Context: an optimization exercise on an open-source flow, tuned for small area, a short achievable clock period and few clock cycles. The choices shown serve that exercise and are no tape-out recipe. Only simulation tests tie the RTL to the original design; equivalence was not proved. Power figures rest on the tool's default switching activity, not on a simulated workload.

**design/flow/config.mk**
```make
export PLATFORM = sky130hd
export DESIGN_NAME = nasa_scale_enc
export DESIGN_NICKNAME = nasa_scale_enc
export VERILOG_FILES = /design/flow/design.v
export SDC_FILE = /design/flow/constraint.sdc
export NUM_CORES = 4
export LEC_CHECK = 0
export CAP_MARGIN = 20
export CORE_MARGIN = 2
export CORE_UTILIZATION = 40
export SLEW_MARGIN = 20
```
**design/flow/constraint.sdc**
```tcl
create_clock -name core_clock -period 12.0 [get_ports {clk}]
set_input_delay 2.4000 -clock core_clock [delete_from_list [all_inputs] [get_ports {clk}]]
set_output_delay 2.4000 -clock core_clock [all_outputs]
set_load 0.01 [all_outputs]
```
**design/flow/design.v**
```verilog
module nasa_scale_enc (
    input  wire        clk,
    input  wire        rst,
    input  wire        start,
    input  wire [31:0] q_num,       
    input  wire [15:0] q_den,       
    input  wire [15:0] a_num,       
    input  wire [15:0] a_den,       
    input  wire [1:0]  width,       
    input  wire        is_signed,
    output wire        ready,
    output reg         done,
    output reg  [31:0] bytes_out,
    output reg         range_err
);
    localparam [1:0] S_IDLE = 2'd0,
                     S_MUL  = 2'd1,
                     S_DIV  = 2'd2,
                     S_FIN  = 2'd3;
    reg  [1:0]  state;
    reg  [4:0]  cnt;
    reg         neg;         
    reg  [1:0]  w_r;
    reg         s_r;
    reg         ovf_hi;      
    reg  [65:0] x;           
    reg  [33:0] qx;          
    reg  [31:0] pd;          
    wire [15:0] mr_or = a_den | a_num;
    reg  [3:0]  top;
    integer i;
    always @* begin
        top = 4'd0;
        for (i = 0; i < 16; i = i + 1)
            if (mr_or[i]) top = i[3:0];
    end
    wire        bn    = x[0];
    wire [32:0] sum_n = {1'b0, x[47:16]} + (bn ? {1'b0, qx[31:0]} : 33'd0) + {32'd0, bn & neg};
    wire [47:0] pn_nx = {sum_n, x[15:1]};
    wire        bd    = pd[0];
    wire [16:0] sum_d = {1'b0, pd[31:16]} + (bd ? {1'b0, x[65:50]} : 17'd0);
    wire [31:0] pd_nx = {sum_d, pd[15:1]};
    wire [65:0] x_al = (w_r == 2'd0) ? {pn_nx[41:0], 24'd0} :
                       (w_r == 2'd1) ? {2'd0, pn_nx, 16'd0} :
                                       {18'd0, pn_nx};
    wire        hi_al = (w_r == 2'd0) && (|pn_nx[47:42]);
    wire [33:0] rem4 = x[65:32];
    wire [35:0] t1   = {2'd0, rem4} - {4'd0, pd};
    wire [35:0] t2   = {2'd0, rem4} - {3'd0, pd, 1'b0};
    wire [35:0] t3   = {2'd0, rem4} - {2'd0, qx};
    wire        ge1  = !t1[35];
    wire        ge2  = !t2[35] && ge1;
    wire        ge3  = !t3[35] && ge1;    
    wire [31:0] rem_nx = ge3 ? t3[31:0] : ge2 ? t2[31:0] : ge1 ? t1[31:0] : rem4[31:0];
    wire [1:0]  dig    = ge3 ? 2'd3 : ge2 ? 2'd2 : ge1 ? 2'd1 : 2'd0;
    wire [33:0] d3     = {pd, 1'b0} + {2'd0, pd};
    wire [1:0]  frac   = x[1:0];
    wire [31:0] quo    = x[33:2];
    wire        rnd_up = frac[1] && (frac[0] || (|x[65:34]) || quo[0]);
    wire [33:0] p      = ({2'd0, quo} ^ {34{neg}}) + {33'd0, rnd_up ^ neg};
    reg         in_range;
    reg  [31:0] bytes_v;
    always @* begin
        case (w_r)
            2'd0: begin
                in_range = s_r ? (&p[33:7] | ~|p[33:7]) : ~|p[33:8];
                bytes_v  = {24'd0, p[7:0]};
            end
            2'd1: begin
                in_range = s_r ? (&p[33:15] | ~|p[33:15]) : ~|p[33:16];
                bytes_v  = {16'd0, p[15:0]};
            end
            default: begin
                in_range = s_r ? (&p[33:31] | ~|p[33:31]) : ~|p[33:32];
                bytes_v  = p[31:0];
            end
        endcase
    end
    wire [4:0] last_div = (w_r == 2'd0) ? 5'd5 : (w_r == 2'd1) ? 5'd9 : 5'd17;
    assign ready = (state == S_IDLE);
    always @(posedge clk) begin
        range_err <= (state != S_FIN) || !in_range;
        bytes_out <= (state == S_FIN && in_range) ? bytes_v : 32'd0;
    end
    always @(posedge clk) begin
        case (state)
            S_MUL: begin
                pd <= pd_nx;
                if (cnt == 5'd0) begin
                    x      <= x_al;
                    ovf_hi <= hi_al;
                end else begin
                    x[47:0] <= pn_nx;
                    cnt     <= cnt - 5'd1;
                end
            end
            S_DIV: begin
                x   <= {rem_nx, x[31:0], dig};
                cnt <= cnt + 5'd1;
                if (cnt == 5'd0) qx <= d3;
            end
            default: begin
                x   <= {q_den, 2'd0, 32'd0, a_den};
                pd  <= {16'd0, a_num};
                qx  <= {2'd0, q_num ^ {32{q_num[31]}}};
                neg <= q_num[31];
                w_r <= width;
                s_r <= is_signed;
                cnt <= {1'b0, top};
            end
        endcase
    end
    always @(posedge clk) begin
        if (rst) begin
            state <= S_IDLE;
            done  <= 1'b0;
        end else begin
            done <= 1'b0;
            case (state)
                S_IDLE: if (start) state <= S_MUL;
                S_MUL:  if (cnt == 5'd0) state <= S_DIV;
                S_DIV: begin
                    if (cnt == 5'd0 && (ovf_hi || ge1)) begin
                        done  <= 1'b1;
                        state <= S_IDLE;
                    end else if (cnt == last_div) begin
                        state <= S_FIN;
                    end
                end
                S_FIN: begin
                    done  <= 1'b1;
                    state <= S_IDLE;
                end
            endcase
        end
    end
endmodule
```
**design/flow/run.sh**
```bash
#!/bin/bash
# synth_recipe.tcl (not shown) runs the flow's synth.tcl, then flattens the netlist and writes it again
# the make line also repeats each setting of config.mk as NAME=value (left out here)
make -C /OpenROAD-flow-scripts/flow DESIGN_CONFIG=/design/flow/config.mk WORK_HOME=/design/flow/orfs CLKGATE_MAP_FILE= SYNTH_SCRIPT=/design/flow/synth_recipe.tcl finish
```
==> qor.log <==
qor: placed_design.post-place-ws 5650 ps
qor: setup_path.setup.worst_path.end_class register
qor: setup_path.worst_path_largest_cell_delay 590 ps
qor: synthesis.synth_mux_area_frac 0.0302
qor: synthesis.synth-main-ff-cell edfxtp_1
qor: routing.drt-pass1-iter-count 6
qor: timing.final_report_hold_violation_count 0
qor: die.io_pins 121
qor: final_layout.nFillCells 4910
qor: final_layout.final_design_area_no_fill 22100 sq um
qor: final_layout.multi_input_area 14300 sq um
qor: synthesis.synth_seq_cells 178
qor: cts.numCtsBuffers 17
qor: routing.antenna_violating_nets_post_route 0
qor: final_layout.post_route_cells_drive_above_1_share 0.0461
qor: routing.first_iter_violations 1945
qor: synthesis.netlist.area_leader.share 0.143
qor: routing.drt-wirelength-per-cell 23.7 um
qor: timing.whs 552 ps
qor: placed_design.postPlaceCellArea 21500 sq um
qor: timing.setup-violations-final 0
qor: setup_path.crit_path_max_fanout 13
qor: die.die_area 51300 sq um
qor: synthesis.synth_simple_gate_area_share 0.197
qor: synthesis.synth.cell_area 19800 sq um
qor: final_layout.layout.core_utilization 0.452
qor: synthesis.synth_cells 2486
qor: grt.grt_use_total 0.294
qor: power.share_clk_of_total_power 0.083
qor: synthesis.synth-compound-area-share 0.273
qor: die.rows 81
qor: setup_path.arrival 7150 ps
qor: timing.fin_tns_setup 0 ps
qor: synthesis.synthesis.area_per_instance 7.96 sq um
qor: die.die_h 226 um
qor: synthesis.ys_top_cells_by_count nor2_1 (248), a21oi_1 (205), ha_1 (189), nand2_1 (169), o21ai_0 (150)
qor: final_layout.register_area 4500 sq um
qor: power.pwr_cell_area 317 nW/um^2
qor: cts.cts.hold.buffers_added 0
qor: routing.drc_markers 0
qor: placed_design.place.detailed.hpwl 59.7 mm
qor: cts.cts.clk_slew.worst_paths 80 ps
qor: grt.grt_start_max_net_pins 72
qor: setup_path.cp_slowest_cell nor4_1
qor: timing.final_period_minus_worst_setup_slack 6700 ps
qor: synthesis.number_of_enable_type_register_cells_in_the_synthesized_netlist 94
qor: run.max_cap_viol_count 0
qor: final_layout.antenna-diode-count 0
qor: cts.cts_tree yes
qor: power.leakage 9.12 nW
qor: synthesis.synthesis.yosys.warnings 1
qor: grt.vias_in_the_first_global_route 18400
qor: setup_path.timing.setup.critical_path_class register to register
qor: synthesis.asyncSetResetFlopFracSynth 0
qor: synthesis.yosys.cell_types.count 100
qor: cts.cts_num_sinks 178
qor: timing.max-slew-margin-rel 0.296
qor: power.power_frac_seq 0.194
qor: power.power.share.combinational 0.722
qor: setup_path.rr_worst_depth 18
qor: synthesis.synth_largest_area_cell edfxtp_1
qor: setup_path.cp_common_cell nand4_1
qor: power.net-switching-power 3.89 mW
qor: die.core-area 48800 sq um
qor: worst_hold_path.min_delay_path_depth 2
qor: synthesis.synthXorXnorAreaFrac 0.0932
qor: final_layout.final_nets 2810
qor: grt.globalRouteOverflowTotal 0
qor: final_layout.area_growth_syn_to_layout 11.6%
qor: setup_path.timing.critical_path.cells nor4_1 -> nand4_1 -> nor4_1 -> nand4_1 -> nand2_1 -> xnor2_1 -> ha_1 -> or4bb_1 -> a22oi_1 -> nand4_1 -> or2_1 -> xnor2_1 -> a2111oi_1 -> nand4_1 -> nor4b_1 -> a211oi_2 -> or3b_1 -> nor2_1
qor: synthesis.yosys.area_share.adder 0.128
qor: synthesis.synth-seq-area-share 0.228
qor: timing.transition_time_at_the_pin_with_the_least_slew_margin 1050 ps
qor: timing.slew_violations 0
qor: cts.clock_latency 520 ps
qor: die.die_w 226 um
qor: run_status.run_status no timing/DRC/antenna violations
qor: routing.vias_per_cell 6.19
qor: synthesis.synth.most_common_cell nor2_1
qor: die.initial_core_util 0.405
qor: synthesis.synth_top_family_by_area compound AO/OA/AOI/OAI gates
qor: power.power_report.internal_total 3.10 mW
qor: synthesis.synthTopCellsByArea edfxtp_1 (14%), ha_1 (12%), dfxtp_1 (8.5%), xnor2_1 (5.3%), a21oi_1 (5.2%)
qor: synthesis.syn-num-nets 2769
qor: timing.fin_ws 5300 ps
qor: placed_design.io_buffer_count 120
qor: routing.vias 19800
qor: cts.clockBufferDepth 2
qor: power.irDropWorstVdd 0.148 mV
qor: setup_path.critPathRequiredTime 12450 ps
qor: placed_design.post-place-cells 3171
qor: cts.post_cts_resize_count 0
qor: routing.routed_wirelength 75.9 mm
qor: timing.clock.fmax 149 MHz
qor: cts.cts-root-buf clkbuf_16
qor: setup_path.timing.critical_path.from_type register
qor: power.power_switching_share 0.556
qor: cts.cts-htree-levels 4
qor: placed_design.gpl.final_weighted_congestion 1.03
qor: timing.setup_clock_skew_after_layout 18.0 ps
qor: grt.grt_pass1_wl 113 mm
qor: power.p_total 6.99 mW
qor: grt.antenna_found_initial 0
qor: worst_hold_path.worst_hold_path_type register to register
qor: timing.grt_setup_unrepaired false
qor: timing.min_period_over_period 0.558
qor: final_layout.final_non_filler_cell_total 3204
qor: cts.postCtsSetupBuffers 0
-- worst max-delay path, delay by kind of cell (launching register included) --
| family | cells | cell delay (ps) |
|---|---|---|
| xor gates and xnor gates | 2 | 320 |
| adders and majority gates | 1 | 230 |
| DFF | 1 | 400 |
| AOI/OAI and AO/OA | 3 | 1050 |
| and+or+nand+nor | 12 | 4630 |
-- path summary, 6_finish.rpt --
check / from / endpoint / slack (ps)
min reg2reg: state[1]$_SDFFE_PP0P_ / state[1]$_SDFFE_PP0P_ / 550
min: state[1]$_SDFFE_PP0P_ / state[1]$_SDFFE_PP0P_ / 550
max: x[2]$_DFF_P_ / bytes_out[2]$_SDFF_PN0_ / 5300
max reg2reg: x[2]$_DFF_P_ / bytes_out[2]$_SDFF_PN0_ / 5300
-- metal layers --
layer  track usage  share of wire  wire [um]  vias up
met5             0              0          0        -
met4         0.106          0.031       2380        0
met3        0.0588          0.086       6560      123
met2         0.442           0.42      32200      900
met1         0.416           0.46      34800     9536
li1              -              -          -     9288
-- cell type report --
type,count,area share
clock buffers,19,0.0206
inverters,132,0.0224
well taps,664,0.0376
multi-input cells,2058,0.649
flip-flops and latches,178,0.204
clock inverters,13,0.00533
repair buffers,140,0.0613
-- power by group through the flow --
stage	Combinational, mW	Clock [mW]	Sequential (mW)
2_1_floorplan	3.66	0	1.08
6_report	5.05	0.582	1.36
3_3_place_gp	4.90	0	1.33
3_5_place_dp	4.90	0	1.35
4_1_cts	4.94	0.593	1.33
5_1_grt	5.47	0.606	1.37
-- cells in the final DEF, fill, tap and decap left out, types with 22 or more instances in the layout --
cell,count
nand4_1,22
a211oi_1,45
inv_1,129
a221oi_1,24
nor2_1,247
clkdlybuf4s50_1,119
nand3_1,50
a31oi_1,24
o21a_1,27
nor2b_1,25
and3_1,23
dfxtp_1,84
xor2_1,89
o21bai_1,23
nand2_1,169
nand2b_1,43
o21ai_0,150
edfxtp_1,94
o211ai_1,27
nor4_1,23
a21oi_1,203
o22ai_1,30
ha_1,187
mux2i_1,36
nor3_1,42
and2_1,68
a21o_1,68
xnor2_1,119
-- sequential cells by signal (all words and copies together) (netlist names) --
| register | flops |
|---|---|
| bytes_out | 32 |
| cnt | 5 |
| done | 1 |
| neg | 1 |
| ovf_hi | 1 |
| pd | 32 |
| qx | 34 |
| range_err | 1 |
| s_r | 1 |
| state | 2 |
| w_r | 2 |
| x | 66 |
-- cell families after synthesis --
logic type | count (synthesis)
simple gates | 790
buf+inv | 250
fa+ha+maj | 197
mux | 57
flops | 178
xor+xnor | 209
compound gates | 805
Testbench counts, summed over its fixed seeds: cycles 53,470.

## afterwards: timing with drivers on the ports
In the flow no input, the clock included, has a driving cell. The finished layout below was timed again as built, in two steps.
Step 1, drivers: a clkbuf_16 drives clk and a buf_2 each remaining input, both assumed.
Step 2, shift: input delay + t, output delay - t, t = (earliest + latest rising clock arrival at the registers) / 2. This alone moves slack from input paths to output paths.
a / b / c = ideal / step 1 / step 2; a / b = the first two.
t, ns: 0.563
setup slack, ns: 5.300 / 5.300 / 5.300
worst setup path at the end: register to register
After both steps setup and hold are still met in this run. The setup slack of this run moves by 0.000 ns with the drivers and by 0.000 ns with both steps.
